What follows belongs to an exercise in optimizing a design on an open flow for small area, a short achievable clock period and few clock cycles per item; a production flow would make more cautious choices. No run shown here included a check of the RTL's function; only the layout flow was run. Power and IR drop assume default switching activity.

[flow/run.sh]
#!/bin/bash
# synth_recipe.tcl (not shown) runs the flow's synth.tcl, then flattens the netlist and writes it again
# the make line also repeats each setting of config.mk as NAME=value (left out here)
make -C /OpenROAD-flow-scripts/flow DESIGN_CONFIG=/design/flow/config.mk WORK_HOME=/design/flow/orfs CLKGATE_MAP_FILE= SYNTH_SCRIPT=/design/flow/synth_recipe.tcl finish
[flow/config.mk]
export PLATFORM = sky130hd
export DESIGN_NAME = dlink_rx
export DESIGN_NICKNAME = dlink_rx
export VERILOG_FILES = /design/flow/design.v
export SDC_FILE = /design/flow/constraint.sdc
export NUM_CORES = 4
export LEC_CHECK = 0
export CAP_MARGIN = 20
export CORE_MARGIN = 2
export CORE_UTILIZATION = 40
export SLEW_MARGIN = 20
[flow/constraint.sdc]
create_clock -name core_clock -period 12.0 [get_ports {clk}]
set_input_delay 2.4000 -clock core_clock [delete_from_list [all_inputs] [get_ports {clk}]]
set_output_delay 2.4000 -clock core_clock [all_outputs]
set_load 0.01 [all_outputs]
[flow/design.v]
module dlink_rx #(
    parameter MAX_PAYLOAD = 4096,
    parameter DEF_W       = 8,
    parameter DEF_H       = 8,
    parameter DEF_FMT     = 0
) (
    input  wire        clk,
    input  wire        rst,
    input  wire        in_valid,
    input  wire [7:0]  in_data,
    output wire        in_ready,
    output reg         fb_we,
    output wire [15:0] fb_addr,
    output reg  [7:0]  fb_wdata,
    output reg  [7:0]  fb_wmask,
    output reg         err_valid,
    output reg  [2:0]  err_code,
    output reg         ntf_params,
    output reg         ntf_frame,
    output reg         ss_enabled,
    output reg  [15:0] ss_width,
    output reg  [15:0] ss_height,
    output reg  [2:0]  ss_fmt,
    output reg  [1:0]  ss_rot,
    output reg  [7:0]  ss_indev,
    output reg  [15:0] drop_count
);
    localparam [2:0] E_LENGTH = 3'd2, E_WINDOW = 3'd3, E_FORMAT = 3'd4,
                     E_SHORT  = 3'd5, E_INIT   = 3'd6, E_POINT  = 3'd7;
    localparam [1:0] S_SEEK = 2'd0, S_HDR = 2'd1, S_PAY = 2'd2, S_EXEC = 2'd3;
    localparam [3:0] X_IDLE = 4'd0, X_COL = 4'd1, X_Y   = 4'd2, X_YD  = 4'd3,
                     X_H    = 4'd4, X_LR  = 4'd5, X_PW  = 4'd6, X_INIT = 4'd7,
                     X_ROW  = 4'd8, X_CAP = 4'd9, X_LRS = 4'd10, X_FIN = 4'd11,
                     X_CK   = 4'd12;
    reg        rdy;
    reg        vld;            
    reg [7:0]  byte_r;
    reg        spec;           
    reg        lbad, lzero;    
    reg [1:0]  st;
    reg        have_aa;
    reg [2:0]  hcnt;
    reg        rsc;            
    reg [1:0]  rj;
    reg [1:0]  dpend;          
    reg [7:0]  A [0:7];        
    reg [12:0] rem;
    reg [3:0]  idx;
    reg        c1, c2, c3, c4, c5;    
    reg        fin;            
    reg        win_ok;
    reg [1:0]  exw;            
    reg        ibad;
    reg        vcx, vlx, vex, vcy, vly;
    reg        vxl0, vxq0, vxq1, vyl0, vyq0, vyq1, vnz, vpa, vpb;
    reg        vok;
    reg        pkd;
    reg [1:0]  bsel;
    reg [15:0] stride;
    reg [15:0] wf;             
    reg [15:0] lrs;            
    reg [15:0] nrs;            
    reg [15:0] cursor;
    reg [15:0] col;            
    reg [15:0] wreg;           
    reg [1:0]  phase;          
    reg [3:0]  xs;
    reg [16:0] T;              
    reg [16:0] m;
    reg [15:0] Q;
    reg        qb;             
    reg        ql;             
    reg        bor;            
    reg        ovf, movf, cinf;
    reg [1:0]  pw;             
    assign fb_addr  = T[15:0];
    assign in_ready = rdy;
    wire [15:0] a_x = {A[1], A[0]};
    wire [15:0] a_y = {A[3], A[2]};
    wire [15:0] a_w = {A[5], A[4]};
    wire [15:0] a_h = {A[7], A[6]};
    wire       i_pkd = (A[4] == 8'd2) || (A[4] == 8'd3);
    wire [1:0] i_b   = (A[4] == 8'd0) ? 2'd2 : (A[4] == 8'd1) ? 2'd3 : 2'd1;
    wire       take    = in_valid && rdy;
    wire       l3_now  = (st == S_HDR) && (hcnt == 3'd4) && vld;       
    wire       n_l3    = (st == S_HDR) && (vld ? hcnt == 3'd3 : hcnt == 3'd4);
    wire       n_last  = ((st == S_PAY) && (vld ? rem == 13'd2 : rem == 13'd1)) ||
                         (l3_now && A[5] == 8'd1 && A[6] == 8'd0) ||
                         ((st == S_EXEC) && rem == 13'd1);
    wire       n_i7    = (st == S_PAY) && c4 && (vld ? idx == 4'd6 : idx == 4'd7);
    wire [7:0] l2      = vld ? byte_r : A[7];
    wire       n_lbad  = (in_data != 8'd0) || (l2 != 8'd0) || (A[6] > 8'd16) ||
                         (A[6] == 8'd16 && A[5] != 8'd0);
    wire       n_lzero = (in_data == 8'd0) && (l2 == 8'd0) && (A[6] == 8'd0) && (A[5] == 8'd0);
    wire       n_spec  = n_last || n_i7 || (n_l3 && (n_lbad || n_lzero));
    wire       hold_l3 = (st == S_HDR) && (hcnt == 3'd4) && lbad;
    wire       cons    = vld && !rsc && (st != S_EXEC) && !hold_l3;
    wire       proc    = rsc || cons;
    wire [7:0] b       = rsc ? A[{1'b1, rj}] : byte_r;
    wire [15:0] v_w    = c5 ? 16'd1 : a_w;
    wire [15:0] v_h    = c5 ? 16'd1 : a_h;
    wire [8:0]  sxl    = {1'b0, A[0]} + {1'b0, v_w[7:0]};
    wire [8:0]  syl    = {1'b0, A[2]} + {1'b0, v_h[7:0]};
    wire [8:0]  sxh    = {1'b0, A[1]} + {1'b0, v_w[15:8]};
    wire [8:0]  syh    = {1'b0, A[3]} + {1'b0, v_h[15:8]};
    wire [8:0]  wh     = {1'b0, ss_width[15:8]};
    wire [8:0]  hh     = {1'b0, ss_height[15:8]};
    wire [8:0]  wh1    = wh - 9'd1;
    wire [8:0]  hh1    = hh - 9'd1;
    wire        x_lt   = vcx ? (vxl0 && !vxq1) : vxl0;
    wire        x_eq   = vcx ? vxq1 : vxq0;
    wire        y_lt   = vcy ? (vyl0 && !vyq1) : vyl0;
    wire        y_eq   = vcy ? vyq1 : vyq0;
    wire        eqx    = x_eq && vex;
    wire        v_ok   = vnz && (x_lt || (x_eq && vlx)) && (y_lt || (y_eq && vly)) &&
                         (!pkd || c5 || (vpa && (vpb || eqx)));
    wire [18:0] t_wide = {1'b0, T, cinf} + {1'b0, (qb ? m : 17'd0), cinf};
    wire [17:0] t_sum  = t_wide[18:1];
    wire        y_done = ((xs == X_Y) && ql) || (xs == X_YD);
    wire        go     = (st == S_EXEC) && exw[1] && vok;
    wire        pix_end  = pkd || (phase == bsel - 2'd1);
    wire        row_end  = pkd ? (col[15:4] == 12'd0 && !(col[3] && col[2:0] != 3'd0))
                               : (col == 16'd1 && pix_end);
    wire [15:0] nrs_sum  = nrs + stride;
    wire [15:0] nrs_next = (nrs == lrs) ? wf : nrs_sum;
    wire        wr_data = c3 || (c4 && idx[3] && win_ok);
    wire        last    = (rem == 13'd1);
    wire        kill    = (st == S_PAY) && cons && last && idx < 4'd7 && (c2 || c4 || c5);
    always @(posedge clk) begin
        fb_we      <= 1'b0;
        err_valid  <= 1'b0;
        ntf_params <= 1'b0;
        ntf_frame  <= 1'b0;
        drop_count <= drop_count + {14'd0, dpend};
        dpend      <= 2'd0;
        vcx  <= sxl[8];
        vlx  <= sxl[7:0] <= ss_width[7:0];
        vex  <= sxl[7:0] == ss_width[7:0];
        vcy  <= syl[8];
        vly  <= syl[7:0] <= ss_height[7:0];
        vxl0 <= sxh < wh;
        vxq0 <= sxh == wh;
        vxq1 <= sxh == wh1;
        vyl0 <= syh < hh;
        vyq0 <= syh == hh;
        vyq1 <= syh == hh1;
        vnz  <= (v_w != 16'd0) && (v_h != 16'd0);
        vpa  <= A[0][2:0] == 3'd0;
        vpb  <= A[4][2:0] == 3'd0;
        vok  <= v_ok;
        if (exw != 2'd3) exw <= exw + 2'd1;
        if (take) begin
            byte_r <= in_data;
            spec   <= n_spec;
            lbad   <= n_l3 && n_lbad;
            lzero  <= n_lzero;
        end
        vld <= take || (vld && !cons);
        T    <= t_sum[16:0];
        ovf  <= ovf | t_sum[17] | (qb & movf);
        m    <= {m[15:0], 1'b0};
        movf <= movf | m[16];
        Q    <= {1'b0, Q[15:1]};
        ql   <= (Q[15:2] == 14'd0);
        bor  <= bor & ~Q[0];
        qb   <= Q[1] ^ (bor & ~Q[0]);
        cinf <= 1'b0;
        if (cons && spec)
            rdy <= 1'b1;
        if (rsc) begin
            rj <= rj + 2'd1;
            if (rj == 2'd3) rsc <= 1'b0;
        end
        case (st)
        S_SEEK: if (proc) begin
            if (have_aa && b == 8'h55) begin
                have_aa <= 1'b0;
                hcnt    <= 3'd0;
                st      <= S_HDR;
            end else if (b == 8'hAA) begin
                dpend   <= {1'b0, have_aa};
                have_aa <= 1'b1;
            end else begin
                dpend   <= have_aa ? 2'd2 : 2'd1;
                have_aa <= 1'b0;
            end
        end
        S_HDR: begin
            if (hcnt != 3'd4) begin
                if (proc) begin
                    A[{1'b1, hcnt[1:0]}] <= b;
                    hcnt <= hcnt + 3'd1;
                end
            end else if (vld && lbad) begin
                err_valid <= 1'b1;
                err_code  <= E_LENGTH;
                lbad      <= 1'b0;
                rsc       <= 1'b1;
                rj        <= 2'd0;
                st        <= S_SEEK;
            end else if (cons) begin
                rem <= {A[6][4:0], A[5]};
                idx <= 4'd0;
                c1  <= (A[4] == 8'h01);
                c2  <= ss_enabled && (A[4] == 8'h02);
                c3  <= ss_enabled && (A[4] == 8'h03);
                c4  <= ss_enabled && (A[4] == 8'h04);
                c5  <= ss_enabled && (A[4] == 8'h05);
                if (lzero) begin
                    st <= S_SEEK;
                    if (A[4] == 8'h01) begin
                        err_valid <= 1'b1;
                        err_code  <= E_SHORT;
                    end else if (ss_enabled && A[4] == 8'h03) begin
                        ntf_frame <= 1'b1;
                    end else if (ss_enabled && (A[4] == 8'h02 || A[4] == 8'h04 || A[4] == 8'h05)) begin
                        err_valid <= 1'b1;
                        err_code  <= E_SHORT;
                    end
                end else
                    st <= S_PAY;
            end
        end
        S_PAY: if (cons) begin
            rem <= rem - 13'd1;
            if (!idx[3]) begin
                idx         <= idx + 4'd1;
                A[idx[2:0]] <= b;
            end
            if (wr_data) begin
                fb_we    <= 1'b1;
                T[15:0]  <= cursor;
                fb_wdata <= b;
                fb_wmask <= 8'hFF;
                if (row_end) begin
                    cursor <= nrs;
                    nrs    <= nrs_next;
                    col    <= wreg;
                    phase  <= 2'd0;
                end else begin
                    cursor <= cursor + 16'd1;
                    if (pix_end) begin
                        phase <= 2'd0;
                        col   <= col - (pkd ? 16'd8 : 16'd1);
                    end else
                        phase <= phase + 2'd1;
                end
            end
            if (idx == 4'd2 && (c2 || c4 || c5)) begin
                T    <= 17'd0;
                m    <= pkd ? {4'd0, a_x[15:3]} : {1'b0, a_x};
                Q    <= pkd ? 16'd1 : {14'd0, bsel};
                qb   <= pkd || bsel[0];
                ql   <= pkd || bsel == 2'd1;
                bor  <= 1'b0;
                cinf <= 1'b0;
                xs   <= X_COL;
            end
            if (c4 && idx == 4'd7) begin
                fin <= last;
                exw <= 2'd0;
                rdy <= 1'b0;
                st  <= S_EXEC;
            end else if (last) begin
                st <= S_SEEK;
                if (c1) begin
                    if (idx < 4'd6) begin
                        err_valid <= 1'b1;
                        err_code  <= E_SHORT;
                    end else begin
                        xs  <= X_INIT;
                        rdy <= 1'b0;
                        st  <= S_EXEC;
                    end
                end
                if (c2 || c5) begin
                    if (idx < 4'd7) begin
                        err_valid <= 1'b1;
                        err_code  <= E_SHORT;
                    end else begin
                        exw <= 2'd0;
                        rdy <= 1'b0;
                        st  <= S_EXEC;
                    end
                end
                if (c3)
                    ntf_frame <= 1'b1;
                if (c4) begin
                    if (idx < 4'd7) begin
                        err_valid <= 1'b1;
                        err_code  <= E_SHORT;
                    end else if (win_ok)
                        ntf_frame <= 1'b1;
                    else begin
                        err_valid <= 1'b1;
                        err_code  <= E_WINDOW;
                    end
                end
            end
        end
        default: ;
        endcase
        case (xs)
        X_COL: if (ql && idx[3:2] != 2'd0) begin
            m  <= {1'b0, stride};
            Q  <= a_y;
            qb <= A[2][0];
            ql <= (a_y[15:1] == 15'd0);
            xs <= X_Y;
        end
        X_Y, X_YD: if (y_done) begin
            xs <= X_YD;
            if (go) begin
                if (c5) begin
                    fb_we    <= 1'b1;
                    fb_wdata <= pkd ? {8{A[4][0]}} : A[4];
                    fb_wmask <= pkd ? (8'h80 >> A[0][2:0]) : 8'hFF;
                    pw       <= bsel - 2'd1;
                    cinf     <= 1'b1;
                    if (pkd || bsel == 2'd1) begin
                        ntf_frame <= 1'b1;
                        xs        <= X_IDLE;
                        rdy       <= 1'b1;
                        st        <= S_SEEK;
                    end else
                        xs <= X_PW;
                end else begin
                    wf     <= t_sum[15:0];
                    cursor <= t_sum[15:0];
                    nrs    <= t_sum[15:0];
                    wreg   <= a_w;
                    m      <= {1'b0, stride};
                    Q      <= a_h;
                    qb     <= ~A[6][0];
                    ql     <= (a_h[15:1] == 15'd0);
                    bor    <= 1'b1;
                    xs     <= X_H;
                end
            end
        end
        X_H: if (ql) begin
            lrs    <= t_sum[15:0];
            win_ok <= 1'b1;
            xs     <= X_LR;
            if (!(c4 && fin))
                rdy <= 1'b1;
        end
        X_LR: begin
            nrs   <= nrs_next;
            col   <= wreg;
            phase <= 2'd0;
            xs    <= X_IDLE;
            if (c4 && !fin)
                st <= S_PAY;
            else begin
                st  <= S_SEEK;
                rdy <= 1'b1;
                if (c4) ntf_frame <= 1'b1;
            end
        end
        X_PW: begin
            fb_we    <= 1'b1;
            fb_wdata <= A[5];
            A[5]     <= A[6];
            pw       <= pw - 2'd1;
            cinf     <= 1'b1;
            if (pw == 2'd1) begin
                ntf_frame <= 1'b1;
                xs        <= X_IDLE;
                rdy       <= 1'b1;
                st        <= S_SEEK;
            end
        end
        X_INIT: begin
            if (A[4] > 8'd4) begin
                err_valid  <= 1'b1;
                err_code   <= E_FORMAT;
                ss_enabled <= 1'b0;
                ntf_params <= 1'b1;
                xs         <= X_IDLE;
                rdy        <= 1'b1;
                st         <= S_SEEK;
            end else if (A[5] > 8'd3 || a_x == 16'd0 || a_y == 16'd0) begin
                err_valid  <= 1'b1;
                err_code   <= E_INIT;
                ss_enabled <= 1'b0;
                ntf_params <= 1'b1;
                xs         <= X_IDLE;
                rdy        <= 1'b1;
                st         <= S_SEEK;
            end else begin
                T    <= 17'd0;
                m    <= i_pkd ? {4'd0, a_x[15:3]} : {1'b0, a_x};
                Q    <= i_pkd ? 16'd1 : {14'd0, i_b};
                qb   <= i_pkd || i_b[0];
                ql   <= i_pkd || i_b == 2'd1;
                bor  <= 1'b0;
                cinf <= i_pkd && (a_x[2:0] != 3'd0);
                ovf  <= 1'b0;
                movf <= 1'b0;
                wf   <= 16'd0;
                nrs  <= 16'd0;
                wreg <= a_x;
                xs   <= X_ROW;
            end
        end
        X_ROW: if (ql) begin
            stride <= t_sum[15:0];
            T      <= 17'd0;
            m      <= t_sum[16:0];
            movf   <= t_sum[17];
            Q      <= a_y;
            qb     <= A[2][0];
            ql     <= (a_y[15:1] == 15'd0);
            xs     <= X_CAP;
        end
        X_CAP: if (ql)
            xs <= X_CK;
        X_CK: begin
            ibad <= ovf || (T[16] && T[15:0] != 16'd0);
            T    <= 17'd0;
            m    <= {1'b0, stride};
            Q    <= a_y;
            qb   <= ~A[2][0];
            ql   <= (a_y[15:1] == 15'd0);
            bor  <= 1'b1;
            xs   <= X_LRS;
        end
        X_LRS: if (ql) begin
            lrs <= t_sum[15:0];
            xs  <= X_FIN;
        end
        X_FIN: begin
            ntf_params <= 1'b1;
            xs         <= X_IDLE;
            rdy        <= 1'b1;
            st         <= S_SEEK;
            if (ibad) begin
                err_valid  <= 1'b1;
                err_code   <= E_INIT;
                ss_enabled <= 1'b0;
            end else begin
                ss_enabled <= 1'b1;
                ss_width   <= a_x;
                ss_height  <= a_y;
                ss_fmt     <= A[4][2:0];
                pkd        <= i_pkd;
                bsel       <= i_b;
                ss_rot     <= A[5][1:0];
                ss_indev   <= A[6];
                cursor     <= 16'd0;
                nrs        <= nrs_next;
                col        <= wreg;
                phase      <= 2'd0;
            end
        end
        default: ;
        endcase
        if (kill)
            xs <= X_IDLE;
        if (st == S_EXEC && exw[1] && !vok && !c1) begin
            xs     <= X_IDLE;
            win_ok <= 1'b0;
            rdy    <= 1'b1;
            if (c4 && !fin)
                st <= S_PAY;
            else begin
                st        <= S_SEEK;
                err_valid <= 1'b1;
                err_code  <= c5 ? E_POINT : E_WINDOW;
            end
        end
        if (take && n_spec)
            rdy <= 1'b0;
        if (rst) begin
            st         <= S_SEEK;
            rdy        <= 1'b1;
            vld        <= 1'b0;
            have_aa    <= 1'b0;
            hcnt       <= 3'd0;
            rsc        <= 1'b0;
            dpend      <= 2'd0;
            xs         <= X_IDLE;
            ss_enabled <= 1'b0;
            ss_width   <= DEF_W;
            ss_height  <= DEF_H;
            ss_fmt     <= DEF_FMT;
            pkd        <= 1'b0;
            bsel       <= 2'd2;
            ss_rot     <= 2'd0;
            ss_indev   <= 8'd0;
            drop_count <= 16'd0;
            fb_we      <= 1'b0;
            err_valid  <= 1'b0;
            ntf_params <= 1'b0;
            ntf_frame  <= 1'b0;
        end
    end
endmodule
==> results of run 1 <==
## per-layer routing
metal | track usage | part of all wire | routed length, µm | vias to the layer above
met5 | 0 | 0.00024 | 18 | -
met4 | 0.118 | 0.045 | 3400 | 2
met3 | 0.0391 | 0.075 | 5690 | 192
met2 | 0.430 | 0.47 | 36100 | 889
met1 | 0.331 | 0.41 | 31000 | 9680
li1 | - | - | - | 9302
## final timing paths
check | to | slack [ns] | cells after the start | from
setup / recovery | fb_addr[0] | 7.94 | 1 | T[0]
hold / removal | exw[0] | 0.43 | 1 | exw[0]
setup reg to reg | Q[8] | 8.00 | 9 | xs[1]
hold reg to reg | exw[0] | 0.43 | 1 | exw[0]
## cell usage in the layout (no fill, tap or decap), types with 32 or more instances in the layout
cell type / Yosys / final
nand2_1: 325 / 324
nor2_1: 255 / 252
dfxtp_1: 230 / 230
a21oi_1: 221 / 221
edfxtp_1: 164 / 164
o21ai_0: 143 / 141
ha_1: 119 / 119
clkdlybuf4s50_1: 0 / 111
inv_1: 108 / 108
xnor2_1: 60 / 59
xor2_1: 55 / 55
nor3_1: 58 / 54
nor2b_1: 52 / 52
mux2i_1: 46 / 46
clkbuf_16: 0 / 45
nor4_1: 42 / 42
nand3_1: 41 / 41
and2_1: 34 / 34
buf_4: 20 / 32
## report_power, final
group          internal (µW)  switching (µW)  total (µW)
logic                    361             538         899
registers               1520             132        1650
clock network            846             572        1420
## sequential cells by signal, summed over array words and instances (netlist names), 3 cells and up
| signal | cells |
|---|---|
| wreg | 16 |
| drop_count | 16 |
| xs | 4 |
| Q | 16 |
| fb_wmask | 8 |
| T | 17 |
| A | 64 |
| idx | 4 |
| ss_width | 16 |
| m | 17 |
| nrs | 16 |
| err_code | 3 |
| rem | 13 |
| cursor | 16 |
| stride | 16 |
| wf | 16 |
| ss_height | 16 |
| byte_r | 8 |
| col | 16 |
| fb_wdata | 8 |
| hcnt | 3 |
| ss_indev | 8 |
| ss_fmt | 3 |
| lrs | 16 |
## cell families after synthesis
group / share of synthesized area
and+or+nand+nor: 0.200
AOI/OAI and AO/OA: 0.184
xor gates and xnor gates: 0.0447
DFF: 0.423
adders and majority gates: 0.0722
buffers and inverters: 0.0452
muxes: 0.0319
## layout make-up
| type | count | share of cell area |
|---|---|---|
| clock buffers | 56 | 0.0472 |
| clock inverters | 24 | 0.0106 |
| inverters | 110 | 0.0160 |
| multi-input cells | 1910 | 0.468 |
| flip-flops and latches | 394 | 0.369 |
| well taps | 756 | 0.0367 |
| repair buffers | 144 | 0.0526 |
## per-stage QoR
stage / power (µW) / setup WS (ns) / hold slack (ns) / cell area, µm² / instances
floorplan: 2260 / 8.42 / 0.413 / 22600 / 2544
global placement: 2530 / 7.80 / 0.423 / 24300 / 3314
CTS: 3970 / 7.92 / 0.435 / 25800 / 3394
detailed placement: 2560 / 7.75 / 0.426 / 24300 / 3314
global route: 4130 / 7.81 / 0.477 / 25800 / 3394
finish: 3970 / 7.94 / 0.431 / 25800 / 3394
==> run_results.csv, run 1 <==
group,metric,value,unit
critical_path,crit_fanout,4,
layout,nets,2742,
synthesis,syn_nets,2681,
layout,seq_area,9530,µm²
timing,clock-skew-final,0.0196,ns
timing,finalSetupTns,0,ns
layout,fin_util,0.460,
layout,multi_input_area,12100,µm²
layout,antenna_cells,0,
synthesis,synth.avg_cell_area,8.87,µm²
synthesis,synthTopCellsByCount,"325 x nand2_1, 255 x nor2_1, 230 x dfxtp_1, 221 x a21oi_1, 164 x edfxtp_1",
clock_network,path_clk_slew,0.06,ns
die,dieHeight,241,µm
synthesis,yosysTopAreaCell,"edfxtp_1",
clock_network,postCtsHoldBufs,0,
grt,grt_usage,0.258,
placement,dp_hpwl,55400,µm
die,initial_core_util,0.402,
synthesis,synth_edf_count,164,
clock_network,numCtsBuffers,45,
die,rows,87,
timing,final-hold-violation-count,0,
die,ios,113,
timing,maxSlewHeadroom,0.270,
clock_network,cts_buffer_depth,3,
layout,fillers,5411,
timing,post-route-min-period,4.06,ns
power,power.density,154,nW/µm²
synthesis,yosysSeqAreaShare,0.423,
drt,drtIter0Drc,2365,
critical_path,slowest_stage,"clkdlybuf4s50_1",
layout,area_growth,14.4,%
synthesis,synth_top_area_share,0.218,
grt,antenna_found_initial,2,
clock_network,post_cts_buffers,0,
clock_network,htreeDepth,2,
grt,grt_max_degree,76,
critical_path,slowest_delay,0.60,ns
timing,rsz0062_at_grt,"no",
drt,via_count,20065,
placement,io_buffers,112,
die,fp.coreArea,56100,µm²
clock_network,cts_tree,"yes",
critical_path,end_kind,"primary output",
power,peakVddDrop,0.000128,V
timing,min_period_over_period,0.339,
synthesis,yosysMostFrequentCell,"nand2_1",
synthesis,ys.flop_type,"dfxtp_1",
critical_path,crit_chain,"clkdlybuf4s50_1",
synthesis,syn_area,22600,µm²
synthesis,synth_area_leaders,"edfxtp_1 22%, dfxtp_1 20%, ha_1 6.6%, nand2_1 5.4%, a21oi_1 4.9%",
hold_path,hp-class,"reg2reg",
grt,grt_overflow,0,
drt,ant_nets,0,
power,p_leak,0.00969,µW
die,dieArea,58300,µm²
timing,slew_viol_final,0,
grt,grt_pass1_wl,116000,µm
clock_network,worst_skew_pair.late_latency,0.58,ns
critical_path,critPathTopFamily,"buffers and inverters",
critical_path,path_buf_inv,1,
layout,drive_gt1_frac,0.0614,
clock_network,cts.sinks,394,
drt,totalWireLength,76200,µm
drt,drc,0,
critical_path,critical_path_class,"reg2out",
job,maxCapViolCount,0,
placement,place_congestion,0.937,
timing,setup_viol,0,
synthesis,ys_warn_count,1,
critical_path,required,9.60,ns
drt,via_per_inst,5.91,
drt,wl_per_cell,22.5,µm
synthesis,synth.distinct_cells,95,
critical_path,critPathLaunchType,"register",
critical_path,arrival,1.66,ns
timing,tightest_slew,1.09,ns
synthesis,async_reset_ff_frac,0,
synthesis,ys_seq_elements,394,
clock_network,root_buffer,"clkbuf_16",
synthesis,synthCells,2544,
drt,firstDrtPassIters,8,
die,die_w,241,µm
timing,fmax,246,MHz
grt,grt_pass1_vias,19484,
clock_network,cts.repair.resized,0,
outcome,outcome,"timing/DRC/antenna clean",
==> run 2: changes to the inputs <==
==> flow/flow/run.sh (new file) <==
#!/bin/bash
# Layout: the standard ORFS flow, with the port buffers made of
# sky130_fd_sc_hd__buf_2 cells instead of the default choice.
# Each tool's output goes to its own log file in this folder (ORFS also keeps
# its per-step logs under orfs/logs/).
set -euo pipefail
bash standard.sh BUFFER_PORTS_ARGS="-buffer_cell sky130_fd_sc_hd__buf_2" finish > orfs_make.log 2>&1
==> flow/standard.sh (new file) <==
#!/bin/bash
# synth_recipe.tcl (not shown) runs the flow's synth.tcl, then flattens the netlist and writes it again
# the make line also repeats each setting of config.mk as NAME=value (left out here)
make -C /OpenROAD-flow-scripts/flow DESIGN_CONFIG=/design/flow/config.mk WORK_HOME=/design/flow/orfs CLKGATE_MAP_FILE= SYNTH_SCRIPT=/design/flow/synth_recipe.tcl "${@:-finish}"
removed: flow/run.sh
==> run 2 against run 1 <==
Critical path depth increased by 8. Total power decreased by 1.5%. Worst hold slack improved by 0.0048 ns. Sequential share of layout area increased by 0.85 points. Die area unchanged. Combinational power decreased by 4.7%. Utilization decreased by 1.0 points. Synthesized cell count unchanged. Critical endpoint is now Q[3].
==> run_results.csv, run 2 <==
group,metric,value,unit
outcome,outcome,"timing/DRC/antenna clean",
placement,dp_hpwl,55800,µm
synthesis,synth.avg_cell_area,8.87,µm²
drt,wl_per_cell,22.6,µm
clock_network,cts.repair.resized,0,
layout,antenna_cells,0,
clock_network,htreeDepth,2,
layout,top_regs,"A: 64 flops, T: 17 flops, m: 17 flops",
clock_network,cts_buffer_depth,3,
clock_network,cts.sinks,394,
grt,grt_max_degree,77,
grt,grt_pass1_wl,117000,µm
synthesis,ys.flop_type,"dfxtp_1",
clock_network,post_cts_buffers,0,
layout,largest_reg_flops,64,
power,peakVddDrop,0.000104,V
timing,fmax,247,MHz
drt,totalWireLength,76700,µm
job,maxCapViolCount,0,
layout,nets,2744,
clock_network,postCtsHoldBufs,0,
timing,slew_viol_final,0,
die,dieArea,58300,µm²
drt,ant_nets,0,
synthesis,ys_seq_elements,394,
timing,maxSlewHeadroom,0.272,
clock_network,cts_tree,"yes",
drt,drtIter0Drc,1908,
critical_path,slowest_delay,0.76,ns
layout,fillers,5467,
timing,post-route-min-period,4.05,ns
drt,firstDrtPassIters,8,
critical_path,critical_path_class,"reg2reg",
die,dieHeight,241,µm
drt,drc,0,
clock_network,worst_skew_pair.late_latency,0.60,ns
synthesis,synth_top_area_share,0.218,
synthesis,yosysSeqAreaShare,0.423,
placement,placement.cell_area,23700,µm²
grt,grt_overflow,0,
timing,min_period_over_period,0.338,
critical_path,crit_fanout,24,
power,p_leak,0.00985,µW
die,die_w,241,µm
critical_path,slowest_stage,"dfxtp_1",
layout,final_area,25200,µm²
timing,finalSetupTns,0,ns
die,fp.coreArea,56100,µm²
synthesis,ys_warn_count,1,
die,initial_core_util,0.402,
layout,mostFrequentLayoutCell,"nand2_1",
timing,tightest_slew,1.09,ns
die,rows,87,
synthesis,async_reset_ff_frac,0,
critical_path,crit_chain,"nor2b_1 > nand2_1 > or3_1 > buf_4 > a211oi_2 > and2b_2 > nor2_2 > a222oi_1 > inv_1",
placement,io_buffers,112,
layout,most-common-layout-cells,"325 x nand2_1, 252 x nor2_1, 230 x dfxtp_1, 221 x a21oi_1, 164 x edfxtp_1",
drt,via_count,19993,
timing,clock-skew-final,0.0200,ns
grt,grt_pass1_vias,19547,
drt,via_per_inst,5.88,
power,p_total,3910,µW
layout,drive_gt1_frac,0.101,
placement,place_congestion,0.971,
timing,setup_viol,0,
grt,antenna_found_initial,2,
synthesis,synthTopCellsByCount,"325 x nand2_1, 255 x nor2_1, 230 x dfxtp_1, 221 x a21oi_1, 164 x edfxtp_1",
critical_path,end_kind,"register",
power,power.density,155,nW/µm²
critical_path,critPathLaunchType,"register",
synthesis,synth_area_leaders,"edfxtp_1 22%, dfxtp_1 20%, ha_1 6.6%, nand2_1 5.4%, a21oi_1 4.9%",
clock_network,root_buffer,"clkbuf_16",
critical_path,arrival,4.52,ns
critical_path,required,12.46,ns
hold_path,hp-class,"reg2reg",
layout,area_growth,11.8,%
timing,final-hold-violation-count,0,
synthesis,syn_nets,2681,
clock_network,numCtsBuffers,45,
synthesis,syn_area,22600,µm²
layout,largest-register,"A",
grt,grt_usage,0.262,
timing,rsz0062_at_grt,"no",
synthesis,yosysMostFrequentCell,"nand2_1",
synthesis,yosysTopAreaCell,"edfxtp_1",
synthesis,synthCells,2544,
clock_network,path_clk_slew,0.06,ns
die,ios,113,
synthesis,synth.distinct_cells,95,
synthesis,synth_edf_count,164,
==> run 2: cell families after synthesis <==
kind of cell    count (synthesis)  synth area share
xor+xnor                      115            0.0447
flops                         394             0.423
fa+ha+maj                     126            0.0722
buf+inv                       240            0.0452
mux                            61            0.0319
simple gates                  955             0.200
compound gates                653             0.184
==> run 2: area by class of cell <==
type / instances / area (µm²) / share of cell area
Multi-Input combinational cell: 1910 / 12000 / 0.478
Clock inverter: 18 / 165 / 0.00655
Inverter: 110 / 413 / 0.0164
Timing Repair Buffer: 146 / 816 / 0.0324
Clock buffer: 66 / 1300 / 0.0516
Tap cell: 756 / 946 / 0.0375
Sequential cell: 394 / 9530 / 0.378
==> run 2: layer usage <==
| layer | GRT usage | part of all wire | up-vias |
|---|---|---|---|
| li1 | - | - | 9327 |
| met1 | 0.331 | 0.41 | 9619 |
| met2 | 0.440 | 0.47 | 839 |
| met3 | 0.0433 | 0.071 | 206 |
| met4 | 0.117 | 0.046 | 2 |
| met5 | 0 | 0.00017 | - |
==> run 2: worst paths after layout <==
path	startpoint	end	slack, ns	cells past startpoint
min reg2reg	exw[0]	exw[0]	0.44	1
max reg2reg	xs[1]	Q[3]	7.95	9
max	xs[1]	Q[3]	7.95	9
min	exw[0]	exw[0]	0.44	1
==> run 2: report_power, final <==
group,leakage [µW],switching (µW),total (µW),internal [µW]
registers,0.00334,142,1660,1520
logic,0.00580,523,857,334
clock network,0.000714,591,1390,800
==> run 2: worst max-delay path, delay by kind of cell (launching register included) <==
kind            cells  cell delay, ns
simple gates        5            1.92
compound gates      2            0.85
buf+inv             2            0.38
flops               1            0.76
==> run 2: through the flow <==
step                 util  hold slack (ns)  setup WS (ns)  std cells
floorplan               -            0.413           8.42       2544
global placement    0.424            0.423           8.04       3316
detailed placement  0.424            0.433           8.03       3316
CTS                 0.450            0.442           8.11       3400
global route        0.450            0.478           7.73       3400
finish              0.450            0.436           7.95       3400
==> run 3: changes to the inputs <==
--- a/flow/design.v
+++ b/flow/design.v
@@ -30,6 +30,6 @@
     localparam [1:0] S_SEEK = 2'd0, S_HDR = 2'd1, S_PAY = 2'd2, S_EXEC = 2'd3;
-    localparam [3:0] X_IDLE = 4'd0, X_COL = 4'd1, X_Y   = 4'd2, X_YD  = 4'd3,
-                     X_H    = 4'd4, X_LR  = 4'd5, X_PW  = 4'd6, X_INIT = 4'd7,
-                     X_ROW  = 4'd8, X_CAP = 4'd9, X_LRS = 4'd10, X_FIN = 4'd11,
-                     X_CK   = 4'd12;
+    localparam integer X_COL = 0, X_Y   = 1, X_YD  = 2, X_H   = 3, X_LR  = 4,
+                       X_PW  = 5, X_INIT = 6, X_ROW = 7, X_CAP = 8, X_LRS = 9,
+                       X_FIN = 10, X_CK  = 11;
+    localparam [11:0] XN = 12'd0;
     reg        rdy;
@@ -66,3 +66,3 @@
     reg [1:0]  phase;          
-    reg [3:0]  xs;
+    reg [11:0] xs;
     reg [16:0] T;              
@@ -95,4 +95,3 @@
     wire       n_spec  = n_last || n_i7 || (n_l3 && (n_lbad || n_lzero));
-    wire       hold_l3 = (st == S_HDR) && (hcnt == 3'd4) && lbad;
-    wire       cons    = vld && !rsc && (st != S_EXEC) && !hold_l3;
+    wire       cons    = vld && !rsc && !lbad;
     wire       proc    = rsc || cons;
@@ -118,3 +117,3 @@
     wire [17:0] t_sum  = t_wide[18:1];
-    wire        y_done = ((xs == X_Y) && ql) || (xs == X_YD);
+    wire        y_done = (xs[X_Y] && ql) || xs[X_YD];
     wire        go     = (st == S_EXEC) && exw[1] && vok;
@@ -256,3 +255,3 @@
                 cinf <= 1'b0;
-                xs   <= X_COL;
+                xs   <= XN | (12'd1 << X_COL);
             end
@@ -270,3 +269,3 @@
                     end else begin
-                        xs  <= X_INIT;
+                        xs  <= XN | (12'd1 << X_INIT);
                         rdy <= 1'b0;
@@ -302,4 +301,3 @@
         endcase
-        case (xs)
-        X_COL: if (ql && idx[3:2] != 2'd0) begin
+        if (xs[X_COL] && ql && idx[3:2] != 2'd0) begin
             m  <= {1'b0, stride};
@@ -308,6 +306,6 @@
             ql <= (a_y[15:1] == 15'd0);
-            xs <= X_Y;
+            xs <= XN | (12'd1 << X_Y);
         end
-        X_Y, X_YD: if (y_done) begin
-            xs <= X_YD;
+        if (y_done) begin
+            xs <= XN | (12'd1 << X_YD);
             if (go) begin
@@ -321,3 +319,3 @@
                         ntf_frame <= 1'b1;
-                        xs        <= X_IDLE;
+                        xs        <= XN;
                         rdy       <= 1'b1;
@@ -325,3 +323,3 @@
                     end else
-                        xs <= X_PW;
+                        xs <= XN | (12'd1 << X_PW);
                 end else begin
@@ -336,3 +334,3 @@
                     bor    <= 1'b1;
-                    xs     <= X_H;
+                    xs     <= XN | (12'd1 << X_H);
                 end
@@ -340,6 +338,6 @@
         end
-        X_H: if (ql) begin
+        if (xs[X_H] && ql) begin
             lrs    <= t_sum[15:0];
             win_ok <= 1'b1;
-            xs     <= X_LR;
+            xs     <= XN | (12'd1 << X_LR);
             if (!(c4 && fin))
@@ -347,3 +345,3 @@
         end
-        X_LR: begin
+        if (xs[X_LR]) begin
             nrs   <= nrs_next;
@@ -351,3 +349,3 @@
             phase <= 2'd0;
-            xs    <= X_IDLE;
+            xs    <= XN;
             if (c4 && !fin)
@@ -360,3 +358,3 @@
         end
-        X_PW: begin
+        if (xs[X_PW]) begin
             fb_we    <= 1'b1;
@@ -368,3 +366,3 @@
                 ntf_frame <= 1'b1;
-                xs        <= X_IDLE;
+                xs        <= XN;
                 rdy       <= 1'b1;
@@ -373,3 +371,3 @@
         end
-        X_INIT: begin
+        if (xs[X_INIT]) begin
             if (A[4] > 8'd4) begin
@@ -379,3 +377,3 @@
                 ntf_params <= 1'b1;
-                xs         <= X_IDLE;
+                xs         <= XN;
                 rdy        <= 1'b1;
@@ -387,3 +385,3 @@
                 ntf_params <= 1'b1;
-                xs         <= X_IDLE;
+                xs         <= XN;
                 rdy        <= 1'b1;
@@ -403,6 +401,6 @@
                 wreg <= a_x;
-                xs   <= X_ROW;
+                xs   <= XN | (12'd1 << X_ROW);
             end
         end
-        X_ROW: if (ql) begin
+        if (xs[X_ROW] && ql) begin
             stride <= t_sum[15:0];
@@ -414,7 +412,7 @@
             ql     <= (a_y[15:1] == 15'd0);
-            xs     <= X_CAP;
+            xs     <= XN | (12'd1 << X_CAP);
         end
-        X_CAP: if (ql)
-            xs <= X_CK;
-        X_CK: begin
+        if (xs[X_CAP] && ql)
+            xs <= XN | (12'd1 << X_CK);
+        if (xs[X_CK]) begin
             ibad <= ovf || (T[16] && T[15:0] != 16'd0);
@@ -426,11 +424,11 @@
             bor  <= 1'b1;
-            xs   <= X_LRS;
+            xs   <= XN | (12'd1 << X_LRS);
         end
-        X_LRS: if (ql) begin
+        if (xs[X_LRS] && ql) begin
             lrs <= t_sum[15:0];
-            xs  <= X_FIN;
+            xs  <= XN | (12'd1 << X_FIN);
         end
-        X_FIN: begin
+        if (xs[X_FIN]) begin
             ntf_params <= 1'b1;
-            xs         <= X_IDLE;
+            xs         <= XN;
             rdy        <= 1'b1;
@@ -456,8 +454,6 @@
         end
-        default: ;
-        endcase
         if (kill)
-            xs <= X_IDLE;
+            xs <= XN;
         if (st == S_EXEC && exw[1] && !vok && !c1) begin
-            xs     <= X_IDLE;
+            xs     <= XN;
             win_ok <= 1'b0;
@@ -482,3 +478,3 @@
             dpend      <= 2'd0;
-            xs         <= X_IDLE;
+            xs         <= XN;
             ss_enabled <= 1'b0;
==> flow/run.sh (new file) <==
#!/bin/bash
# synth_recipe.tcl (not shown) runs the flow's synth.tcl, then flattens the netlist and writes it again
# the make line also repeats each setting of config.mk as NAME=value (left out here)
make -C /OpenROAD-flow-scripts/flow DESIGN_CONFIG=/design/flow/config.mk WORK_HOME=/design/flow/orfs CLKGATE_MAP_FILE= SYNTH_SCRIPT=/design/flow/synth_recipe.tcl finish
removed: flow/flow/run.sh
removed: flow/standard.sh
==> run 3 against run 2 <==
Fmax decreased by 1.3%. Final area increased by 2.2%. Via count decreased by 0.68%. Largest power group is now the clock network. Non-clock buffer count decreased by 7. First-iteration DRC count decreased by 6.7%. Total power decreased by 23%. Sequential share of layout area decreased by 1.4 points. Sequential power decreased by 14%. Critical endpoint is now ss_enabled. Synthesized cell count increased by 1.0%. Combinational power decreased by 88%. Routed wire length decreased by 5.4%.
==> run_results.csv, run 3 <==
group,metric,value,unit
timing,tightest_slew,1.04,ns
synthesis,ys_seq_elements,402,
synthesis,yosysSeqAreaShare,0.416,
die,ios,113,
critical_path,end_kind,"primary output",
grt,grt_pass1_wl,112000,µm
drt,via_count,19857,
grt,use_met3,0.0383,
timing,slew_viol_final,0,
layout,top_regs,"A: 64 flops, T: 17 flops, m: 17 flops",
synthesis,synth_edf_count,132,
grt,met1_usage,0.317,
timing,maxSlewHeadroom,0.306,
critical_path,slowest_delay,0.64,ns
clock_network,postCtsHoldBufs,0,
clock_network,htreeDepth,2,
layout,largest_reg_flops,64,
critical_path,critPathLaunchType,"register",
critical_path,required,9.60,ns
layout,largest-register,"A",
grt,grt_max_degree,80,
timing,final-hold-violation-count,0,
placement,dp_hpwl,51400,µm
die,dieArea,58200,µm²
drt,firstDrtPassIters,5,
critical_path,critical_path_class,"reg2out",
drt,via_per_inst,5.83,
synthesis,synth_area_leaders,"dfxtp_1 24%, edfxtp_1 18%, ha_1 6.6%, a21oi_1 5.6%, nand2_1 5.4%",
timing,rsz0062_at_grt,"no",
critical_path,critPathTopFamily,"buffers and inverters",
layout,mostFrequentLayoutCell,"nand2_1",
clock_network,root_buffer,"clkbuf_16",
outcome,outcome,"timing/DRC/antenna clean",
synthesis,async_reset_ff_frac,0,
timing,min_period_over_period,0.342,
layout,most-common-layout-cells,"324 x nand2_1, 270 x dfxtp_1, 252 x a21oi_1, 248 x nor2_1, 132 x edfxtp_1",
layout,drive_gt1_frac,0.0531,
die,dieHeight,241,µm
timing,setup_viol,0,
critical_path,crit_fanout,7,
layout,area_growth,14.5,%
clock_network,post_cts_buffers,0,
power,power.density,117,nW/µm²
synthesis,synth.avg_cell_area,8.76,µm²
synthesis,synth.distinct_cells,84,
die,initial_core_util,0.407,
layout,final_area,25800,µm²
placement,place_congestion,0.916,
drt,totalWireLength,72600,µm
clock_network,numCtsBuffers,48,
grt,grt_util_met2,0.419,
clock_network,cts_buffer_depth,3,
timing,finalSetupTns,0,ns
critical_path,crit_chain,"clkdlybuf4s50_1",
placement,placedCellCount,3313,
timing,post-route-min-period,4.11,ns
power,peakVddDrop,0.0000920,V
grt,grt_usage,0.250,
die,rows,86,
critical_path,path_buf_inv,1,
power,p_leak,0.00959,µW
placement,dp_slack,7.71,ns
synthesis,yosysTopAreaCell,"dfxtp_1",
grt,grt_overflow,0,
synthesis,ys.flop_type,"dfxtp_1",
grt,grt_pass1_vias,19518,
synthesis,yosysMostFrequentCell,"nand2_1",
layout,nets,2752,
critical_path,slowest_stage,"clkdlybuf4s50_1",
clock_network,path_clk_slew,0.06,ns
hold_path,hp-class,"reg2reg",
timing,clock-skew-final,0.0366,ns
synthesis,synth_top_area_share,0.240,
synthesis,synthTopCellsByCount,"324 x nand2_1, 270 x dfxtp_1, 252 x a21oi_1, 248 x nor2_1, 132 x edfxtp_1",
clock_network,cts_tree,"yes",
timing,holdWs,0.434,ns
synthesis,syn_area,22500,µm²
drt,drtIter0Drc,1781,
timing,fmax,244,MHz
synthesis,ys_warn_count,1,
synthesis,synthCells,2570,
grt,antenna_found_initial,1,
synthesis,syn_nets,2707,
job,maxCapViolCount,0,
timing,worst_slack,7.89,ns
drt,ant_nets,0,
clock_network,cts.repair.resized,0,
drt,drc,0,
grt,busiest_layer,"met2",
layout,final_cells,3404,
placement,io_buffers,112,
critical_path,arrival,1.71,ns
clock_network,worst_skew_pair.late_latency,0.61,ns
die,die_w,241,µm
die,fp.coreArea,55300,µm²
drt,wl_per_cell,21.3,µm
clock_network,cts.sinks,402,
placement,placement.cell_area,24200,µm²
layout,fillers,5359,
## run 3: cell types whose count changed after synthesis, sizes merged, moves of 11 or more
| cell | before | now |
|---|---|---|
| nand3 | 41 | 70 |
| o211ai | 23 | 35 |
| edfxtp | 164 | 132 |
| o221ai | 18 | 6 |
| clkbuf | 83 | 107 |
| dfxtp | 230 | 270 |
| a21oi | 225 | 252 |
| a211oi | 30 | 55 |
| mux2i | 46 | 61 |
| inv | 108 | 93 |
| a222oi | 18 | 2 |
| or3 | 23 | 8 |
| o21ai | 152 | 118 |
| xnor2 | 60 | 71 |
## run 3: metrics by stage
| stage | total power, µW | util |
|---|---|---|
| after floorplan | 1520 | - |
| after global placement | 1560 | 0.437 |
| after detailed placement | 1560 | 0.437 |
| after CTS | 3030 | 0.466 |
| after global routing | 3090 | 0.466 |
| final | 3010 | 0.466 |
## run 3: where the power goes
group,internal (µW),leakage [µW],switching (µW)
Sequential,1420,0.00336,15.3
Combinational,41.3,0.00546,59.4
Clock,864,0.000770,609
## run 3: cells by family (layout without fill, tap and decap cells)
family,count (synthesis),in the layout,share of synthesized area
buffers and inverters,238,323,0.0432
flip-flops,402,402,0.416
AND/OR/NAND/NOR,951,951,0.200
adder cells (fa/ha/maj),126,126,0.0724
other,0,1,0
multiplexers,79,79,0.0420
XOR/XNOR,133,133,0.0524
AO/OA/AOI/OAI,641,641,0.174
## run 3: layout make-up
type,instances,area (µm²),area share
Multi-Input combinational cell,1930,12200,0.474
Sequential cell,402,9370,0.364
Clock buffer,67,1330,0.0517
Timing Repair Buffer,139,1320,0.0512
Tap cell,748,936,0.0363
Inverter,94,353,0.0137
Clock inverter,23,245,0.00952
Antenna cell,1,2.50,0.0000971
## run 3: worst paths after layout
kind / start / endpoint / slack, ns / cells after the start
worst max register to register: A[1][2] / m[13] / 8.18 / 9
worst min-delay path: exw[0] / exw[0] / 0.43 / 1
worst max-delay path: ss_enabled / ss_enabled / 7.89 / 1
worst min register to register: exw[0] / exw[0] / 0.43 / 1
## run 3: routing by layer
layer,part of all wire,vias to the layer above
met5,0,-
met4,0.043,0
met3,0.069,169
met2,0.47,822
met1,0.42,9572
li1,-,9294
==> run 4: changes to the inputs <==
==> flow/flow/run.sh (new file) <==
#!/bin/bash
# Layout: the standard ORFS flow, with the port buffers made of
# sky130_fd_sc_hd__buf_2 cells instead of the default choice.
# Each tool's output goes to its own log file in this folder (ORFS also keeps
# its per-step logs under orfs/logs/).
set -euo pipefail
bash standard.sh BUFFER_PORTS_ARGS="-buffer_cell sky130_fd_sc_hd__buf_2" finish > orfs_make.log 2>&1
==> flow/standard.sh (new file) <==
#!/bin/bash
# synth_recipe.tcl (not shown) runs the flow's synth.tcl, then flattens the netlist and writes it again
# the make line also repeats each setting of config.mk as NAME=value (left out here)
make -C /OpenROAD-flow-scripts/flow DESIGN_CONFIG=/design/flow/config.mk WORK_HOME=/design/flow/orfs CLKGATE_MAP_FILE= SYNTH_SCRIPT=/design/flow/synth_recipe.tcl "${@:-finish}"
removed: flow/run.sh
==> run 4 against run 3 <==
Highest routed layer is now met5. Routed wire length about the same. Largest cell class unchanged. First-iteration DRC count increased by 10%. Total power decreased by 1.5%. Synthesized cell count unchanged. Final area decreased by 2.3%. Flip-flop and latch count unchanged. Final cell count about the same. Setup slack improved by 0.041 ns. Clock power about the same. Still clean. Clock skew increased by 0.017 ns.
==> run_results.csv, run 4 <==
group,metric,value,unit
grt,grt_usage,0.249,
layout,nets,2753,
synthesis,synth_fa_ha_area_frac,0.0724,
hold_path,hp-class,"reg2reg",
synthesis,synth_compound_area_frac,0.174,
synthesis,synth.distinct_cells,84,
timing,finalSetupTns,0,ns
power,p_sw_frac,0.237,
critical_path,startpoint,"st[0]",
layout,fin_util,0.455,
critical_path,end_kind,"register",
clock_network,cts.repair.resized,0,
power,cellInternalPower,2260,µW
die,fp.coreArea,55300,µm²
placement,dp_hpwl,52800,µm
die,initial_core_util,0.407,
hold_path,min-delay-start,"exw[0]",
layout,largest-register,"A",
grt,antenna_found_initial,2,
drt,totalWireLength,72700,µm
critical_path,r2r-start,"st[0]",
placement,placement.cell_area,23700,µm²
power,switching_power,703,µW
timing,slew_viol_final,0,
job,maxCapViolCount,0,
timing,rsz0062_at_grt,"no",
power,power.density,118,nW/µm²
clock_network,cts_buffer_depth,3,
critical_path,arrival,4.59,ns
layout,area_growth,11.9,%
synthesis,synthCells,2570,
clock_network,htreeDepth,2,
drt,via_count,19929,
layout,top_regs,"A: 64 flops, T: 17 flops, m: 17 flops",
power,clockPowerShare,0.485,
grt,grt_max_degree,59,
synthesis,syn_area,22500,µm²
power,peakVddDrop,0.000106,V
synthesis,synth_top_area_share,0.240,
drt,firstDrtPassIters,6,
synthesis,synth.avg_cell_area,8.76,µm²
synthesis,yosys.area_share.simple,0.200,
drt,drc,0,
synthesis,ys_seq_elements,402,
synthesis,synthTopCellsByCount,"324 x nand2_1, 270 x dfxtp_1, 252 x a21oi_1, 248 x nor2_1, 132 x edfxtp_1",
synthesis,ys_warn_count,1,
grt,grt_pass1_wl,112000,µm
clock_network,post_cts_buffers,0,
die,ios,113,
layout,drive_gt1_frac,0.0957,
placement,dp_slack,7.81,ns
clock_network,postCtsHoldBufs,0,
clock_network,path_clk_slew,0.06,ns
synthesis,ys.flop_type,"dfxtp_1",
synthesis,synth_xor_area_frac,0.0524,
clock_network,cts_tree,"yes",
layout,final_area,25200,µm²
timing,post-route-min-period,4.06,ns
outcome,outcome,"timing/DRC/antenna clean",
layout,mostFrequentLayoutCell,"nand2_1",
power,combPwrFrac,0.031,
drt,ant_nets,0,
drt,wl_per_cell,21.4,µm
critical_path,critical_path_class,"reg2reg",
placement,io_buffers,112,
power,p_total,2960,µW
clock_network,worst_skew_pair.late_latency,0.63,ns
timing,setup_viol,0,
timing,worst_slack,7.94,ns
timing,fmax,246,MHz
synthesis,synth_area_leaders,"dfxtp_1 24%, edfxtp_1 18%, ha_1 6.6%, a21oi_1 5.6%, nand2_1 5.4%",
timing,clock-skew-final,0.0535,ns
critical_path,critPathLaunchType,"register",
synthesis,synth_edf_count,132,
timing,final-hold-violation-count,0,
layout,fillers,5463,
timing,maxSlewHeadroom,0.177,
synthesis,yosysSeqAreaShare,0.416,
critical_path,required,12.52,ns
synthesis,async_reset_ff_frac,0,
layout,antenna_cells,0,
clock_network,cts.sinks,402,
drt,via_per_inst,5.86,
grt,grt_overflow,0,
placement,place_congestion,0.931,
power,p_leak,0.00975,µW
drt,drtIter0Drc,1963,
layout,most-common-layout-cells,"324 x nand2_1, 270 x dfxtp_1, 252 x a21oi_1, 248 x nor2_1, 132 x edfxtp_1",
clock_network,numCtsBuffers,46,
die,rows,86,
layout,largest_reg_flops,64,
die,dieHeight,241,µm
synthesis,synth_mux_area_frac,0.0420,
die,die_w,241,µm
synthesis,syn_nets,2707,
synthesis,yosysMostFrequentCell,"nand2_1",
grt,grt_pass1_vias,19038,
synthesis,yosysTopAreaCell,"dfxtp_1",
synthesis,synth_top_family_by_area,"simple AND/OR/NAND/NOR gates",
power,seqPwrFrac,0.484,
timing,min_period_over_period,0.339,
timing,tightest_slew,1.22,ns
critical_path,crit_fanout,45,
clock_network,root_buffer,"clkbuf_16",
die,dieArea,58200,µm²
-- run 4: cell counts after synthesis --
No cell type changed its count.
-- run 4: cells by family (layout without fill, tap and decap cells) --
| group | after synthesis | in the layout |
|---|---|---|
| DFF | 402 | 402 |
| buffers and inverters | 238 | 322 |
| muxes | 79 | 79 |
| AOI/OAI and AO/OA | 641 | 641 |
| and+or+nand+nor | 951 | 951 |
| xor gates and xnor gates | 133 | 133 |
| adders and majority gates | 126 | 126 |
-- run 4: metrics by stage --
| step | instances | hold slack [ns] |
|---|---|---|
| 2_1_floorplan | 2570 | 0.413 |
| 3_3_place_gp | 3316 | 0.424 |
| 3_5_place_dp | 3316 | 0.427 |
| 4_1_cts | 3402 | 0.435 |
| 5_1_grt | 3402 | 0.442 |
| 6_report | 3402 | 0.435 |
-- run 4: layout make-up --
cell class                 count  area (µm²)  area share
sequential                   402        9370       0.372
tap                          748         936      0.0372
inverter                      94         353      0.0140
clock inverter                22         279      0.0111
timing repair buffer         142         786      0.0312
clock buffer                  64        1250      0.0497
multi-input combinational   1930       12200       0.485
-- run 4: per-layer routing --
layer,track usage,wire length (µm),vias to the layer above
li1,-,-,9304
met1,0.324,30500,9574
met2,0.411,33900,880
met3,0.0344,5080,169
met4,0.111,3170,2
met5,0,10,-
-- run 4: power groups by stage --
stage / Combinational (µW) / Sequential, µW / Clock [µW]
finish: 92.4 / 1430 / 1440
global route: 101 / 1430 / 1510
CTS: 92.1 / 1430 / 1460
detailed placement: 91.5 / 1460 / 0
global placement: 89.7 / 1460 / 0
floorplan: 65.8 / 1460 / 0
-- run 4: critical path, cell delays in order (launching register included) --
cell	delay (ns)
dfxtp_1	0.35
inv_1	0.13
ha_1	0.16
buf_4	0.35
nor4bb_1	0.36
buf_4	0.22
nand2_1	0.06
buf_4	0.29
nor2_1	0.21
nand2_1	0.42
o21ai_2	0.69
o21ai_1	0.43
o22ai_1	0.27
-- run 4: final timing paths --
path,depth (start not counted),to,slack (ns)
hold reg to reg,1,exw[0],0.43
setup reg to reg,12,nrs[10],7.94
hold / removal,1,exw[0],0.43
setup / recovery,12,nrs[10],7.94
==> run 5: changes to the inputs <==
--- a/flow/design.v
+++ b/flow/design.v
@@ -29,3 +29,3 @@
                      E_SHORT  = 3'd5, E_INIT   = 3'd6, E_POINT  = 3'd7;
-    localparam [1:0] S_SEEK = 2'd0, S_HDR = 2'd1, S_PAY = 2'd2, S_EXEC = 2'd3;
+    localparam integer S_SEEK = 0, S_HDR = 1, S_PAY = 2, S_EXEC = 3;
     localparam integer X_COL = 0, X_Y   = 1, X_YD  = 2, X_H   = 3, X_LR  = 4,
@@ -39,3 +39,4 @@
     reg        lbad, lzero;    
-    reg [1:0]  st;
+    reg [3:0]  st;
+    reg        wrd;            
     reg        have_aa;
@@ -49,2 +50,3 @@
     reg        c1, c2, c3, c4, c5;    
+    reg        cw;             
     reg        fin;            
@@ -84,8 +86,8 @@
     wire       take    = in_valid && rdy;
-    wire       l3_now  = (st == S_HDR) && (hcnt == 3'd4) && vld;       
-    wire       n_l3    = (st == S_HDR) && (vld ? hcnt == 3'd3 : hcnt == 3'd4);
-    wire       n_last  = ((st == S_PAY) && (vld ? rem == 13'd2 : rem == 13'd1)) ||
+    wire       l3_now  = (st[S_HDR]) && (hcnt == 3'd4) && vld;       
+    wire       n_l3    = (st[S_HDR]) && (vld ? hcnt == 3'd3 : hcnt == 3'd4);
+    wire       n_last  = ((st[S_PAY]) && (vld ? rem == 13'd2 : rem == 13'd1)) ||
                          (l3_now && A[5] == 8'd1 && A[6] == 8'd0) ||
-                         ((st == S_EXEC) && rem == 13'd1);
-    wire       n_i7    = (st == S_PAY) && c4 && (vld ? idx == 4'd6 : idx == 4'd7);
+                         ((st[S_EXEC]) && rem == 13'd1);
+    wire       n_i7    = (st[S_PAY]) && c4 && (vld ? idx == 4'd6 : idx == 4'd7);
     wire [7:0] l2      = vld ? byte_r : A[7];
@@ -118,3 +120,3 @@
     wire        y_done = (xs[X_Y] && ql) || xs[X_YD];
-    wire        go     = (st == S_EXEC) && exw[1] && vok;
+    wire        go     = (st[S_EXEC]) && exw[1] && vok;
     wire        pix_end  = pkd || (phase == bsel - 2'd1);
@@ -124,5 +126,4 @@
     wire [15:0] nrs_next = (nrs == lrs) ? wf : nrs_sum;
-    wire        wr_data = c3 || (c4 && idx[3] && win_ok);
     wire        last    = (rem == 13'd1);
-    wire        kill    = (st == S_PAY) && cons && last && idx < 4'd7 && (c2 || c4 || c5);
+    wire        kill    = (st[S_PAY]) && vld && last && idx < 4'd7 && cw;
     always @(posedge clk) begin
@@ -172,4 +173,3 @@
         end
-        case (st)
-        S_SEEK: if (proc) begin
+        if (st[S_SEEK] && proc) begin
             if (have_aa && b == 8'h55) begin
@@ -177,3 +177,3 @@
                 hcnt    <= 3'd0;
-                st      <= S_HDR;
+                st      <= 4'd1 << S_HDR;
             end else if (b == 8'hAA) begin
@@ -186,3 +186,3 @@
         end
-        S_HDR: begin
+        if (st[S_HDR]) begin
             if (hcnt != 3'd4) begin
@@ -198,3 +198,3 @@
                 rj        <= 2'd0;
-                st        <= S_SEEK;
+                st        <= 4'd1 << S_SEEK;
             end else if (cons) begin
@@ -207,4 +207,6 @@
                 c5  <= ss_enabled && (A[4] == 8'h05);
+                cw  <= ss_enabled && (A[4] == 8'h02 || A[4] == 8'h04 || A[4] == 8'h05);
+                wrd <= !lzero && ss_enabled && (A[4] == 8'h03);
                 if (lzero) begin
-                    st <= S_SEEK;
+                    st <= 4'd1 << S_SEEK;
                     if (A[4] == 8'h01) begin
@@ -219,6 +221,6 @@
                 end else
-                    st <= S_PAY;
+                    st <= 4'd1 << S_PAY;
             end
         end
-        S_PAY: if (cons) begin
+        if (st[S_PAY] && vld) begin
             rem <= rem - 13'd1;
@@ -226,24 +228,5 @@
                 idx         <= idx + 4'd1;
-                A[idx[2:0]] <= b;
+                A[idx[2:0]] <= byte_r;
             end
-            if (wr_data) begin
-                fb_we    <= 1'b1;
-                T[15:0]  <= cursor;
-                fb_wdata <= b;
-                fb_wmask <= 8'hFF;
-                if (row_end) begin
-                    cursor <= nrs;
-                    nrs    <= nrs_next;
-                    col    <= wreg;
-                    phase  <= 2'd0;
-                end else begin
-                    cursor <= cursor + 16'd1;
-                    if (pix_end) begin
-                        phase <= 2'd0;
-                        col   <= col - (pkd ? 16'd8 : 16'd1);
-                    end else
-                        phase <= phase + 2'd1;
-                end
-            end
-            if (idx == 4'd2 && (c2 || c4 || c5)) begin
+            if (idx == 4'd2 && cw) begin
                 T    <= 17'd0;
@@ -261,5 +244,6 @@
                 rdy <= 1'b0;
-                st  <= S_EXEC;
+                st  <= 4'd1 << S_EXEC;
             end else if (last) begin
-                st <= S_SEEK;
+                st  <= 4'd1 << S_SEEK;
+                wrd <= 1'b0;
                 if (c1) begin
@@ -271,3 +255,3 @@
                         rdy <= 1'b0;
-                        st  <= S_EXEC;
+                        st  <= 4'd1 << S_EXEC;
                     end
@@ -281,3 +265,3 @@
                         rdy <= 1'b0;
-                        st  <= S_EXEC;
+                        st  <= 4'd1 << S_EXEC;
                     end
@@ -299,4 +283,21 @@
         end
-        default: ;
-        endcase
+        if (vld && wrd) begin
+            fb_we    <= 1'b1;
+            T[15:0]  <= cursor;
+            fb_wdata <= byte_r;
+            fb_wmask <= 8'hFF;
+            if (row_end) begin
+                cursor <= nrs;
+                nrs    <= nrs_next;
+                col    <= wreg;
+                phase  <= 2'd0;
+            end else begin
+                cursor <= cursor + 16'd1;
+                if (pix_end) begin
+                    phase <= 2'd0;
+                    col   <= col - (pkd ? 16'd8 : 16'd1);
+                end else
+                    phase <= phase + 2'd1;
+            end
+        end
         if (xs[X_COL] && ql && idx[3:2] != 2'd0) begin
@@ -321,3 +322,3 @@
                         rdy       <= 1'b1;
-                        st        <= S_SEEK;
+                        st        <= 4'd1 << S_SEEK;
                     end else
@@ -326,4 +327,2 @@
                     wf     <= t_sum[15:0];
-                    cursor <= t_sum[15:0];
-                    nrs    <= t_sum[15:0];
                     wreg   <= a_w;
@@ -338,2 +337,4 @@
         end
+        if (xs[X_H])
+            nrs <= wf;
         if (xs[X_H] && ql) begin
@@ -346,2 +347,3 @@
         if (xs[X_LR]) begin
+            cursor <= wf;
             nrs   <= nrs_next;
@@ -350,6 +352,7 @@
             xs    <= XN;
-            if (c4 && !fin)
-                st <= S_PAY;
-            else begin
-                st  <= S_SEEK;
+            if (c4 && !fin) begin
+                st  <= 4'd1 << S_PAY;
+                wrd <= 1'b1;
+            end else begin
+                st  <= 4'd1 << S_SEEK;
                 rdy <= 1'b1;
@@ -368,3 +371,3 @@
                 rdy       <= 1'b1;
-                st        <= S_SEEK;
+                st        <= 4'd1 << S_SEEK;
             end
@@ -379,3 +382,3 @@
                 rdy        <= 1'b1;
-                st         <= S_SEEK;
+                st         <= 4'd1 << S_SEEK;
             end else if (A[5] > 8'd3 || a_x == 16'd0 || a_y == 16'd0) begin
@@ -387,3 +390,3 @@
                 rdy        <= 1'b1;
-                st         <= S_SEEK;
+                st         <= 4'd1 << S_SEEK;
             end else begin
@@ -434,3 +437,3 @@
             rdy        <= 1'b1;
-            st         <= S_SEEK;
+            st         <= 4'd1 << S_SEEK;
             if (ibad) begin
@@ -456,3 +459,3 @@
             xs <= XN;
-        if (st == S_EXEC && exw[1] && !vok && !c1) begin
+        if (st[S_EXEC] && exw[1] && !vok && !c1) begin
             xs     <= XN;
@@ -461,5 +464,5 @@
             if (c4 && !fin)
-                st <= S_PAY;
+                st <= 4'd1 << S_PAY;
             else begin
-                st        <= S_SEEK;
+                st        <= 4'd1 << S_SEEK;
                 err_valid <= 1'b1;
@@ -471,3 +474,4 @@
         if (rst) begin
-            st         <= S_SEEK;
+            st         <= 4'd1 << S_SEEK;
+            wrd        <= 1'b0;
             rdy        <= 1'b1;
==> flow/run.sh (new file) <==
#!/bin/bash
# synth_recipe.tcl (not shown) runs the flow's synth.tcl, then flattens the netlist and writes it again
# the make line also repeats each setting of config.mk as NAME=value (left out here)
make -C /OpenROAD-flow-scripts/flow DESIGN_CONFIG=/design/flow/config.mk WORK_HOME=/design/flow/orfs CLKGATE_MAP_FILE= SYNTH_SCRIPT=/design/flow/synth_recipe.tcl finish
removed: flow/flow/run.sh
removed: flow/standard.sh
==> run 5 against run 4 <==
Clock power decreased by 3%. Critical path depth fell by 11. Area after synthesis is 3.1% higher. Utilization is 0.27 points higher. Final cell count rose by 3.1%. Largest cell class unchanged. Still clean on timing, DRC and antenna. Total power grew 8.4%. Final area up 4.5%. Register-to-register slack better by 0.21 ns. Largest power group is now registers. Via count increased by 5.1%.
==> run_results.csv, run 5 <==
group,metric,value,unit
outcome,outcome,"timing/DRC/antenna clean",
clock_network,htreeDepth,2,
drt,wl_met3,5840,µm
drt,ant_nets,0,
synthesis,synth_edf_count,129,
synthesis,synthCells,2673,
power,combPwrFrac,0.095,
layout,largest_reg_flops,64,
critical_path,worst-r2r-cell-count,7,
power,seqPwrFrac,0.473,
synthesis,ys_seq_elements,406,
critical_path,r2r_slack,8.15,ns
critical_path,endpoint,"fb_addr[1]",
layout,area_growth,13.5,%
layout,top_regs,"A: 64 flops, T: 17 flops, m: 17 flops",
critical_path,slowest_delay,0.60,ns
drt,drtIter0Drc,2044,
synthesis,async_reset_ff_frac,0,
layout,mostFrequentLayoutCell,"nand2_1",
grt,grt_pass1_vias,19874,
drt,met2_wirelength,35400,µm
timing,tightest_slew,1.02,ns
clock_network,cts.sinks,406,
synthesis,yosysTopAreaCell,"dfxtp_1",
synthesis,syn_nets,2808,
timing,min_period_over_period,0.339,
drt,via_count,20946,
synthesis,synthTopCellsByCount,"371 x nand2_1, 277 x dfxtp_1, 217 x nor2_1, 213 x a21oi_1, 142 x o21ai_0",
critical_path,r2r-start,"A[0][1]",
clock_network,cts.repair.resized,0,
drt,top_layer_used,"met5",
clock_network,worst_skew_pair.late_latency,0.59,ns
grt,antenna_found_initial,4,
critical_path,worst-path-stages,1,
critical_path,crit_fanout,3,
clock_network,root_buffer,"clkbuf_16",
timing,fmax,245,MHz
synthesis,ys.flop_type,"dfxtp_1",
timing,maxSlewHeadroom,0.320,
die,dieHeight,245,µm
drt,m1WireLength,34600,µm
power,cellInternalPower,2390,µW
hold_path,hp-class,"reg2reg",
power,p_leak,0.00972,µW
timing,worst_slack,7.93,ns
placement,dp_hpwl,55600,µm
grt,grt_pass1_wl,119000,µm
die,die_w,245,µm
timing,post-route-min-period,4.07,ns
clock_network,cts_tree,"yes",
drt,wl_per_cell,22.4,µm
synthesis,ys_warn_count,1,
power,power.density,122,nW/µm²
drt,via_per_inst,5.97,
die,dieArea,59900,µm²
job,maxCapViolCount,0,
critical_path,slowest_stage,"clkdlybuf4s50_1",
grt,grt_overflow,0,
timing,holdWs,0.421,ns
synthesis,syn_area,23200,µm²
synthesis,synth.distinct_cells,91,
placement,place_congestion,0.928,
clock_network,postCtsHoldBufs,0,
grt,grt_max_degree,81,
timing,slew_viol_final,0,
synthesis,yosysSeqAreaShare,0.406,
power,clockPowerShare,0.432,
die,rows,88,
clock_network,cts_buffer_depth,3,
drt,totalWireLength,78600,µm
timing,rsz0062_at_grt,"no",
placement,io_buffers,112,
power,peakVddDrop,0.0000924,V
hold_path,min_path_cells,1,
critical_path,arrival,1.67,ns
layout,drive_gt1_frac,0.0606,
die,ios,113,
critical_path,end_kind,"primary output",
critical_path,critPathLaunchType,"register",
timing,setup_viol,0,
drt,firstDrtPassIters,6,
layout,nets,2838,
clock_network,numCtsBuffers,46,
power,p_sw_frac,0.257,
timing,final-hold-violation-count,0,
layout,largest-register,"A",
critical_path,crit_chain,"clkdlybuf4s50_1",
timing,finalSetupTns,0,ns
critical_path,timing.rr.end,"T[16]",
critical_path,startpoint,"T[1]",
synthesis,synth.avg_cell_area,8.68,µm²
power,switching_power,824,µW
critical_path,path_buf_inv,1,
clock_network,path_clk_slew,0.06,ns
critical_path,critical_path_class,"reg2out",
clock_network,post_cts_buffers,0,
critical_path,critPathTopFamily,"buffers and inverters",
die,fp.coreArea,57500,µm²
layout,most-common-layout-cells,"370 x nand2_1, 277 x dfxtp_1, 215 x nor2_1, 213 x a21oi_1, 142 x o21ai_0",
synthesis,synth_top_area_share,0.239,
synthesis,yosysMostFrequentCell,"nand2_1",
grt,grt_usage,0.257,
run 5: per-stage QoR:
| step | std cells | util | area [µm²] | power, µW |
|---|---|---|---|---|
| floorplan | 2673 | - | 23200 | 1740 |
| global placement | 3419 | 0.432 | 24800 | 1840 |
| detailed placement | 3419 | 0.432 | 24800 | 1850 |
| CTS | 3505 | 0.457 | 26300 | 3220 |
| global route | 3506 | 0.458 | 26300 | 3310 |
| finish | 3507 | 0.458 | 26300 | 3210 |
run 5: area by class of cell:
type / instances / area [µm²]
diodes: 1 / 2.50
clock buffers: 65 / 1280
clock inverters: 21 / 166
fillers: 5603 / 31100
inverters: 94 / 353
multi-input cells: 2010 / 12800
flip-flops and latches: 406 / 9420
well taps: 765 / 957
repair buffers: 145 / 1380
run 5: cell families (layout without fill, tap and decap cells):
logic type | count (synthesis) | count (layout) | share of synthesized area
DFF | 406 | 406 | 0.406
and+or+nand+nor | 990 | 990 | 0.204
adders and majority gates | 124 | 124 | 0.0691
muxes | 68 | 68 | 0.0348
AOI/OAI and AO/OA | 718 | 718 | 0.199
buffers and inverters | 257 | 325 | 0.0457
other | 0 | 1 | 0
xor gates and xnor gates | 110 | 110 | 0.0415
run 5: worst min-delay path by stage:
| stage | start | end | slack [ns] |
|---|---|---|---|
| floorplan | vnz | vok | 0.41 |
| global placement | vnz | vok | 0.42 |
| detailed placement | vnz | vok | 0.42 |
| CTS | vnz | vok | 0.44 |
| global route | vnz | vok | 0.44 |
| finish | vnz | vok | 0.42 |
run 5: routing by layer:
metal  track usage  vias up
li1              -     9756
met1         0.353    10176
met2         0.405      871
met3        0.0420      141
met4        0.0954        2
met5             0        -
run 5: power by group through the flow:
stage                     clock, µW  combinational, µW  sequential, µW
after floorplan                   0                219            1520
after global placement            0                295            1550
after detailed placement          0                302            1550
after CTS                      1400                304            1520
after global routing           1450                332            1520
final                          1390                305            1520
